This design comes from an exercise in tuning for small area, a short achievable clock period and few clock cycles on the open sky130 flow, not from production work. At most, simulation tests tie the RTL to the original design; equivalence was not proved. Power and IR drop assume default switching activity.

Setup of job 6635:
Design spsl_core, start of the top module:
module spsl_core (
    input  wire        clk,
    input  wire        rst,           
    input  wire        req_we,        
    input  wire [31:0] req_wdata,
    output wire [31:0] rsp,
    output wire        busy,
    output reg         done,
    output reg         ovr,
    output wire        mem_en,
    output wire        mem_we,
    output reg  [15:0] mem_addr,
    output reg  [7:0]  mem_wdata,
    input  wire        mem_ready,
    input  wire [7:0]  mem_rdata,
    output wire        tmr_arm,
    input  wire        tmr_exp,
    output wire        adc_on,
    output wire        conv_start,
    input  wire        conv_done,
    input  wire [15:0] conv_data,
    output reg  [2:0]  adc_sel,
    output wire [3:0]  amp_en,
    output wire        fe_pwr
);
Size in the first run: about 1700 cells after synthesis, about 210 flip-flops, about 130 I/O pins, ~16000 um^2 of cells after synthesis.
clock: 10.0 ns
lec_check: 0
cap_margin: 20
core_margin: 2
core_utilization: 40
setup_slack_margin: 5
slew_margin: 20
run.sh (not shown) runs the stock make flow with config.mk's settings and CLKGATE_MAP_FILE= SYNTH_SCRIPT=/design/flow/synth_recipe.tcl, a recipe that flattens the netlist after the stock synthesis.
## Diff of input files: job 2629 against job 6635
- clearing SETUP_SLACK_MARGIN, which used to be 5
--- outcome ---
Worst-path maximum fanout | job 2629 above job 6635
Job 2629 does better than job 6635 on design area.
Going from job 6635 to job 2629, maximum VDD drop shrank slightly.
Between job 6635 and job 2629, the multi-input gate count figures differ only marginally.
Shortest period the worst path allows: job 2629 vs job 6635 up 1540 ps
When job 2629 is set beside job 6635, its fmax turns out to be 44 MHz smaller.
On via count of the routed design: between job 6635 and job 2629, it ends up higher for job 6635.
Delta (job 2629 minus job 6635): routed length on met2 decreased 4.9%; final setup slack of the worst path decreased 1540 ps.
Function was not checked in any run of this note: the RTL went through the layout flow alone.

---

Another version of the RTL of spsl_core (not shown whole).
Size: roughly 1800 cells after synthesis, about 220 flip-flops, ~130 I/O pins, roughly 0.016 mm² of cells after synthesis.
## spsl_core
module spsl_core (
    input  wire        clk,
    input  wire        rst,           
    input  wire        req_we,        
    input  wire [31:0] req_wdata,
    output wire [31:0] rsp,
    output wire        busy,
    output reg         done,
    output reg         ovr,
    output wire        mem_en,
    output wire        mem_we,
    output reg  [15:0] mem_addr,
    output reg  [7:0]  mem_wdata,
    input  wire        mem_ready,
    input  wire [7:0]  mem_rdata,
    output wire        tmr_arm,
    input  wire        tmr_exp,
    output wire        adc_on,
    output wire        conv_start,
    input  wire        conv_done,
    input  wire [15:0] conv_data,
    output reg  [2:0]  adc_sel,
    output wire [3:0]  amp_en,
    output wire        fe_pwr
);
    localparam [1:0] RC_OK = 2'd0, RC_ILLEGAL = 2'd1,
                     RC_BAD_OPERAND = 2'd2, RC_BAD_RANGE = 2'd3;
    localparam [3:0] S_IDLE  = 4'b0000,
                     S_RESP  = 4'b0001,     
                     S_CRCH  = 4'b0010,     
                     S_CRCL  = 4'b0011,     
  ...
==> flow/config.mk <==
export PLATFORM = sky130hd
export DESIGN_NAME = spsl_core
export DESIGN_NICKNAME = spsl_core
export VERILOG_FILES = /design/flow/design.v
export SDC_FILE = /design/flow/constraint.sdc
export NUM_CORES = 4
export LEC_CHECK = 0
export CAP_MARGIN = 20
export CORE_MARGIN = 2
export CORE_UTILIZATION = 40
export SLEW_MARGIN = 20
==> flow/constraint.sdc <==
create_clock -name core_clock -period 10.0 [get_ports {clk}]
set_input_delay 2.0000 -clock core_clock [delete_from_list [all_inputs] [get_ports {clk}]]
set_output_delay 2.0000 -clock core_clock [all_outputs]
set_load 0.01 [all_outputs]
standard.sh (not shown) runs the stock make flow with config.mk's settings and CLKGATE_MAP_FILE= SYNTH_SCRIPT=/design/flow/synth_recipe.tcl, a recipe that flattens the netlist after the stock synthesis.
==> flow/flow/run.sh <==
#!/bin/bash
# The standard layout (the standard.sh: ORFS synthesis to finish, unchanged),
# except that the port buffers ORFS inserts before global placement are
# sky130_fd_sc_hd__buf_1 cells instead of the default clkdlybuf4s50_1.
set -euo pipefail
export BUFFER_PORTS_ARGS="-buffer_cell sky130_fd_sc_hd__buf_1"
export SETUP_SLACK_MARGIN=5.5
bash standard.sh > standard.log 2>&1
Testbench counts at the start, summed over its fixed seeds: cycles 26,948.
Rerun with:
--- a/flow/flow/run.sh
+++ b/flow/flow/run.sh
@@ -6,3 +6,2 @@
 export BUFFER_PORTS_ARGS="-buffer_cell sky130_fd_sc_hd__buf_1"
-export SETUP_SLACK_MARGIN=5.5
 bash standard.sh > standard.log 2>&1
Settings changed: SETUP_SLACK_MARGIN set to 5.
Outcome:
- global-route usage rose by 0.17 points
- power fell by 2.0%
- maximum frequency fell by 6.8%
- register-to-register slack is worse by 360 ps
- die area is unchanged
- design area fell by 2.3%
- synthesized area does not change
- worst setup slack is worse by 330 ps
- utilization fell by 1.1 points
Rerun with:
Settings changed: CTS_BUF_LIST set to sky130_fd_sc_hd__clkbuf_8.
Outcome:
- via count is higher slightly
- critical path depth went down by 3
- cell area fell slightly
- total power drops by a few percent
- non-clock buffer count came out lower by 1
- combinational power barely changes
- worst setup slack gets worse by 28 ps
- count of clock-buffer cells in the layout came out higher by 12
- maximum frequency decreases slightly
Rerun with:
==> flow/run.sh (new file) <==
#!/bin/bash
# synth_recipe.tcl (not shown) runs the flow's synth.tcl, then flattens the netlist and writes it again
# the make line also repeats each setting of config.mk as NAME=value (left out here)
make -C /OpenROAD-flow-scripts/flow DESIGN_CONFIG=/design/flow/config.mk WORK_HOME=/design/flow/orfs CLKGATE_MAP_FILE= SYNTH_SCRIPT=/design/flow/synth_recipe.tcl finish
Settings changed: CTS_BUF_LIST sky130_fd_sc_hd__clkbuf_8 to not set.
removed: flow/flow/run.sh
removed: flow/standard.sh
Outcome: Critical path depth increases by 6; cell area came out higher by 4.5%; routed wire length decreases by 1.2%; fmax goes down by 2.3%; worst setup slack is worse by 120 ps; clock-buffer cell count came out lower by 2; via count went down by 0.31%; cell count shrinks by 1.1%; sequential power stays flat.

---

spsl_core, a different RTL version from the one above (not shown whole).
For scale: about 1600 cells after synthesis, roughly 220 flip-flops, ~130 I/O pins, ~15000 µm² of cells after synthesis.
clock: 10.0 ns
lec_check: 0
cap_margin: 20
core_margin: 2
core_utilization: 40
slew_margin: 20
==> flow/flow/run.sh <==
#!/bin/bash
# The standard layout (the standard.sh: ORFS synthesis to finish, unchanged),
# except that the port buffers ORFS inserts before global placement are
# sky130_fd_sc_hd__buf_1 cells instead of the default clkdlybuf4s50_1, and
# repair_timing aims for 5.5 ns of setup slack at the design's period.
set -euo pipefail
export BUFFER_PORTS_ARGS="-buffer_cell sky130_fd_sc_hd__buf_1"
export SETUP_SLACK_MARGIN=5.5
bash standard.sh > standard.log 2>&1
The starting point went through all stages and came out clean.
Testbench counts at the start, summed over its fixed seeds: cycles 26,948.
==> next run, changes <==
==> flow/flow/run.sh (replaced) <==
#!/bin/bash
# The standard layout (the standard.sh: ORFS synthesis to finish, unchanged),
# except that the port buffers ORFS inserts before global placement are
# sky130_fd_sc_hd__buf_1 cells instead of the default clkdlybuf4s50_1, and
# repair_timing aims for 5.6 ns of setup slack at the design's period.
set -euo pipefail
export BUFFER_PORTS_ARGS="-buffer_cell sky130_fd_sc_hd__buf_1"
export SETUP_SLACK_MARGIN=5.6
bash standard.sh > standard.log 2>&1
CORE_UTILIZATION = 60   (was 40)
What happened:
- power decreases by a few percent
- hold slack gains 0.010 ns
- clock skew is about the same
- area after synthesis stays the same
- clock-buffer cell count is unchanged
- cell area decreases slightly
- utilization increases by 23 points
- global-route usage increases by 10 points
- routed wire length decreases by a few percent
- die area decreases by a quarter to a third
- sequential cell count stays the same
==> next run, changes <==
==> flow/flow/run.sh (replaced) <==
#!/bin/bash
# The standard layout (the standard.sh: ORFS synthesis to finish, unchanged),
# except that the port buffers ORFS inserts before global placement are
# sky130_fd_sc_hd__buf_1 cells instead of the default clkdlybuf4s50_1, and
# repair_timing aims for 5.25 ns of setup slack at the design's period.
set -euo pipefail
export BUFFER_PORTS_ARGS="-buffer_cell sky130_fd_sc_hd__buf_1"
export SETUP_SLACK_MARGIN=5.25
bash standard.sh > standard.log 2>&1
CORE_UTILIZATION = 40   (was 60)
After rerunning: The new run completed with no timing, DRC or antenna violations; fmax is lower by a few percent; setup slack loses 0.14 ns; core utilization is lower by 24 points; synthesized cell count is unchanged; count of clock-buffer cells in the layout is higher by 1; clock skew is lower by 0.0064 ns; routed wire length is higher by a few percent.
==> next run, changes <==
==> flow/flow/run.sh (replaced) <==
#!/bin/bash
# The standard layout (the standard.sh: ORFS synthesis to finish, unchanged),
# except that the port buffers ORFS inserts before global placement are
# sky130_fd_sc_hd__buf_1 cells instead of the default clkdlybuf4s50_1, and
# repair_timing aims for 5.5 ns of setup slack at the design's period.
set -euo pipefail
export BUFFER_PORTS_ARGS="-buffer_cell sky130_fd_sc_hd__buf_1"
export SETUP_SLACK_MARGIN=5.5
bash standard.sh > standard.log 2>&1
CORE_UTILIZATION = 60   (was 40)
Wire length falls by about 8%.
Hold slack gains 0.014 ns.
Cell area rises by 1.2%.
Critical path depth falls by 11.
Core utilization rises by 24 points.
Global-route usage rises by 9.5 points.
Area after synthesis does not change.
Clock power rises by about 2%.
First-iteration DRC count rises by 22%.
Power rises by 0.83%.

---

Starting RTL as in the previous note.
Settings: LEC_CHECK=0, CAP_MARGIN=20, CORE_MARGIN=2, CORE_UTILIZATION=40, SLEW_MARGIN=20; clock period 10.0 ns.
==> flow/flow/run.sh <==
#!/bin/bash
# The standard layout (the standard.sh: ORFS synthesis to finish, unchanged),
# except that the port buffers ORFS inserts before global placement are
# sky130_fd_sc_hd__buf_1 cells instead of the default clkdlybuf4s50_1, and
# repair_timing aims for 6 ns of setup slack at the design's period.
set -euo pipefail
export BUFFER_PORTS_ARGS="-buffer_cell sky130_fd_sc_hd__buf_1"
export SETUP_SLACK_MARGIN=6
bash standard.sh > standard.log 2>&1
The first run completed with no timing, DRC or antenna violations.
Testbench counts at the start, summed over its fixed seeds: cycles 26,948.
Next try:
==> flow/flow/run.sh (replaced) <==
#!/bin/bash
# The standard layout (the standard.sh: ORFS synthesis to finish, unchanged),
# except that the port buffers ORFS inserts before global placement are
# sky130_fd_sc_hd__buf_1 cells instead of the default clkdlybuf4s50_1.
set -euo pipefail
export BUFFER_PORTS_ARGS="-buffer_cell sky130_fd_sc_hd__buf_1"
bash standard.sh > standard.log 2>&1
--- a/flow/config.mk
+++ b/flow/config.mk
@@ -9,3 +9,4 @@
 export CORE_MARGIN = 2
 export CORE_UTILIZATION = 40
+export SETUP_SLACK_MARGIN = 5
 export SLEW_MARGIN = 20
=>
- The changed run produced a clean layout
- final area came out lower by 11%
- maximum frequency came out lower by 8.8%
- total power came out lower by 5.5%
- final cell count goes down by 3.5%
- setup slack got worse by 0.42 ns
Next try:
==> flow/flow/run.sh (replaced) <==
#!/bin/bash
# The standard layout (the standard.sh: ORFS synthesis to finish, unchanged),
# except that the port buffers ORFS inserts before global placement are
# sky130_fd_sc_hd__buf_1 cells instead of the default clkdlybuf4s50_1, and
# repair_timing aims for 5.5 ns of setup slack at the design's period.
set -euo pipefail
export BUFFER_PORTS_ARGS="-buffer_cell sky130_fd_sc_hd__buf_1"
export SETUP_SLACK_MARGIN=5.5
bash standard.sh > standard.log 2>&1
--- a/flow/config.mk
+++ b/flow/config.mk
@@ -8,5 +8,4 @@
 export CAP_MARGIN = 20
 export CORE_MARGIN = 2
-export CORE_UTILIZATION = 40
-export SETUP_SLACK_MARGIN = 5
+export CORE_UTILIZATION = 70
 export SLEW_MARGIN = 20
=> Maximum frequency is higher by 6.2%; count of clock-buffer cells in the layout goes down by 9; total power rises by 0.87%; sequential share of layout area goes down by 0.40 points; core utilization came out higher by 35 points; first-iteration DRC count climbs by 27%.
Next try:
--- a/flow/config.mk
+++ b/flow/config.mk
@@ -6,6 +6,7 @@
 export NUM_CORES = 4
 export LEC_CHECK = 0
+export ABC_AREA = 1
 export CAP_MARGIN = 20
 export CORE_MARGIN = 2
-export CORE_UTILIZATION = 70
+export CORE_UTILIZATION = 40
 export SLEW_MARGIN = 20
Sequential power hardly moves. Cell count rises by 36%. Total power rises by 2.3%. Final area goes up by 4.5%.

---

## job 3158
spsl_core again, from the RTL that the note above started with.
clock: 10.0 ns
lec_check: 0
cap_margin: 20
core_margin: 2
core_utilization: 60
gpl_timing_driven: 1
slew_margin: 20
==> flow/flow/run.sh <==
#!/bin/bash
# The standard layout (the standard.sh: ORFS synthesis to finish, unchanged),
# except that the port buffers ORFS inserts before global placement are
# sky130_fd_sc_hd__buf_1 cells instead of the default clkdlybuf4s50_1, and
# repair_timing aims for 5.5 ns of setup slack at the design's period.
set -euo pipefail
export BUFFER_PORTS_ARGS="-buffer_cell sky130_fd_sc_hd__buf_1"
export SETUP_SLACK_MARGIN=5.5
bash standard.sh > standard.log 2>&1
Testbench counts of job 3158, summed over its fixed seeds: cycles 26,948.
Changes in job 2933 relative to job 3158:
Settings: CTS_BUF_LIST: unset -> sky130_fd_sc_hd__clkbuf_4; SETUP_SLACK_MARGIN: unset -> 5; CORE_UTILIZATION: 60 -> 40; GPL_TIMING_DRIVEN: 1 -> unset.
--- a/flow/flow/run.sh
+++ b/flow/flow/run.sh
@@ -4,2 +4 @@
-# sky130_fd_sc_hd__buf_1 cells instead of the default clkdlybuf4s50_1, and
-# repair_timing aims for 5.5 ns of setup slack at the design's period.
+# sky130_fd_sc_hd__buf_1 cells instead of the default clkdlybuf4s50_1.
@@ -8 +6,0 @@
-export SETUP_SLACK_MARGIN=5.5
## What came out
[diff] total power, job 2933 relative to job 3158: improvement
Re growth of design area from synthesis to finish: job 2933 and job 3158 aren't equal, and the higher value belongs to job 3158.
Going from job 3158 to job 2933, placed cell count now sits higher, clock share of power now sits lower.
Job 2933 went all the way through the flow, and no timing, DRC or antenna check failed.
[inputs] job 854 vs job 2933
Settings: CTS_BUF_LIST no longer set, was sky130_fd_sc_hd__clkbuf_4; SETUP_SLACK_MARGIN no longer set, was 5.
--- a/flow/flow/run.sh
+++ b/flow/flow/run.sh
@@ -4 +4,2 @@
-# sky130_fd_sc_hd__buf_1 cells instead of the default clkdlybuf4s50_1.
+# sky130_fd_sc_hd__buf_1 cells instead of the default clkdlybuf4s50_1, and
+# repair_timing aims for 5.75 ns of setup slack at the design's period.
@@ -6,0 +8 @@
+export SETUP_SLACK_MARGIN=5.75
## What came out
The run showing the greater global-route total usage across every layer is job 2933. Compared with job 2933, job 854 ends up with more cell area. Between job 854 and job 2933, it is job 854 whose clock network latency to the later pin of the worst-skew pair is lower, by 0.25 ns. Taking job 2933 as the reference, in job 854 wire length of the first global-routing pass dropped 0.83%; proportion of power drawn by combinational gates climbed 0.8 points; data arrival at the endpoint of the critical path dropped 0.47 ns. Sequential share of cell area in job 854 vs job 2933: down 2.9 points. Job 2933 ended up with flip-flop to flip-flop as its critical setup path kind; job 854 ended up with primary input to flip-flop. Looking at hold slack, job 854 sits 0.014 ns above job 2933. Job 2933 -> job 854: fraction of the mapped netlist area in compound gates delta 0, exact match. Cmp job 854 vs job 2933: worst path buffer plus inverter count lower in job 854. Job 854 against job 2933; via count is up slightly.

---

spsl_core, a different RTL version from the one above (not shown whole).
Size in the first run: roughly 2100 cells after synthesis, roughly 220 flip-flops, ~130 I/O pins.
Design spsl_core, start of the top module:
module spsl_core (
    input  wire        clk,
    input  wire        rst,           
    input  wire        req_we,        
    input  wire [31:0] req_wdata,
    output wire [31:0] rsp,
    output wire        busy,
    output reg         done,
    output reg         ovr,
    output wire        mem_en,
    output wire        mem_we,
    output reg  [15:0] mem_addr,
    output reg  [7:0]  mem_wdata,
    input  wire        mem_ready,
    input  wire [7:0]  mem_rdata,
    output wire        tmr_arm,
    input  wire        tmr_exp,
    output wire        adc_on,
    output wire        conv_start,
    input  wire        conv_done,
    input  wire [15:0] conv_data,
    output reg  [2:0]  adc_sel,
    output wire [3:0]  amp_en,
    output wire        fe_pwr
);
export LEC_CHECK = 0
export ABC_AREA = 1
export CAP_MARGIN = 20
export CORE_MARGIN = 2
export CORE_UTILIZATION = 40
export SETUP_SLACK_MARGIN = 5
export SLEW_MARGIN = 20
create_clock -name core_clock -period 10.0 [get_ports {clk}]
run.sh (not shown) runs the stock make flow with config.mk's settings and CLKGATE_MAP_FILE= SYNTH_SCRIPT=/design/flow/synth_recipe.tcl, a recipe that flattens the netlist after the stock synthesis.
Stock flow here: none of the scripts above is used.
The first run finished with timing, DRC and antenna clean.
Testbench counts at the start, summed over its fixed seeds: cycles 26,948.
==> next run, changes <==
- ABC_AREA: 1 -> not set
- CTS_BUF_LIST: not set -> sky130_fd_sc_hd__clkbuf_8
- CTS_CLUSTER_SIZE: not set -> 40
What happened: The changed run finished clean; synthesized cell count goes down by roughly a tenth; total power came out lower by a few percent; critical path depth is higher by 3; die area is higher slightly; wire length came out higher slightly; clock power shrinks by roughly a tenth.

[static timing again, ports no longer ideal]
How much do the figures lean on ideal ports? The routed layouts below were timed once more, with nothing changed but the port constraints. Step 1 (the two cells are an assumption about what drives the block):
set clk [get_ports {clk}]
set_driving_cell -lib_cell sky130_fd_sc_hd__clkbuf_16 $clk
set_driving_cell -lib_cell sky130_fd_sc_hd__buf_2 [delete_from_list [all_inputs] $clk]
Step 2 adds t to the input delays and takes it off the output delays; t is the mean of the earliest and latest rising clock arrival at the registers after step 1. Input paths then give back, and output paths get back, about the clock's delay inside the block. Slacks: ideal ports / drivers / drivers and shift; pairs: ideal ports / drivers.
run	t, ns	slack for setup (ns)	worst setup path after step 2
job 6635	0.595	4.806 / 4.750 / 4.537	input to register
job 2629	0.594	3.266 / 3.207 / 3.709	input to register
the first run of note 2	0.600	5.534 / 5.495 / 4.973	input to register
the second run of note 2	0.603	5.206 / 5.151 / 4.600	input to register
the third run of note 2	0.619	5.178 / 5.120 / 4.603	input to register
the fourth run of note 2	0.607	5.062 / 5.083 / 4.482	input to register
the first run of note 3	0.608	5.512 / 5.508 / 4.920	input to register
the second run of note 3	0.577	5.506 / 5.522 / 4.945	input to register
the third run of note 3	0.588	5.364 / 5.364 / 4.848	input to register
the fourth run of note 3	0.577	5.484 / 5.460 / 4.998	input to register
the first run of note 4	0.593	5.640 / 5.613 / 5.063	input to register
the second run of note 4	0.607	5.221 / 5.255 / 4.649	input to register
the third run of note 4	0.581	5.499 / 5.511 / 4.930	input to register
the fourth run of note 4	0.599	5.504 / 5.482 / 5.141	input to register
job 3158	0.577	5.484 / 5.460 / 4.998	input to register
job 2933	0.833	5.216 / 5.216 / 4.531	input to register
job 854	0.594	5.502 / 5.516 / 4.922	input to register
the first run of note 6	0.621	4.956 / 4.898 / 4.535	input to register
the second run of note 6	0.637	5.157 / 5.184 / 4.547	input to register
After both steps setup and hold are still met in every run listed. The setup slack of job 2933, which loses most, moves by 0.000 ns with the drivers and by -0.685 ns with both steps.
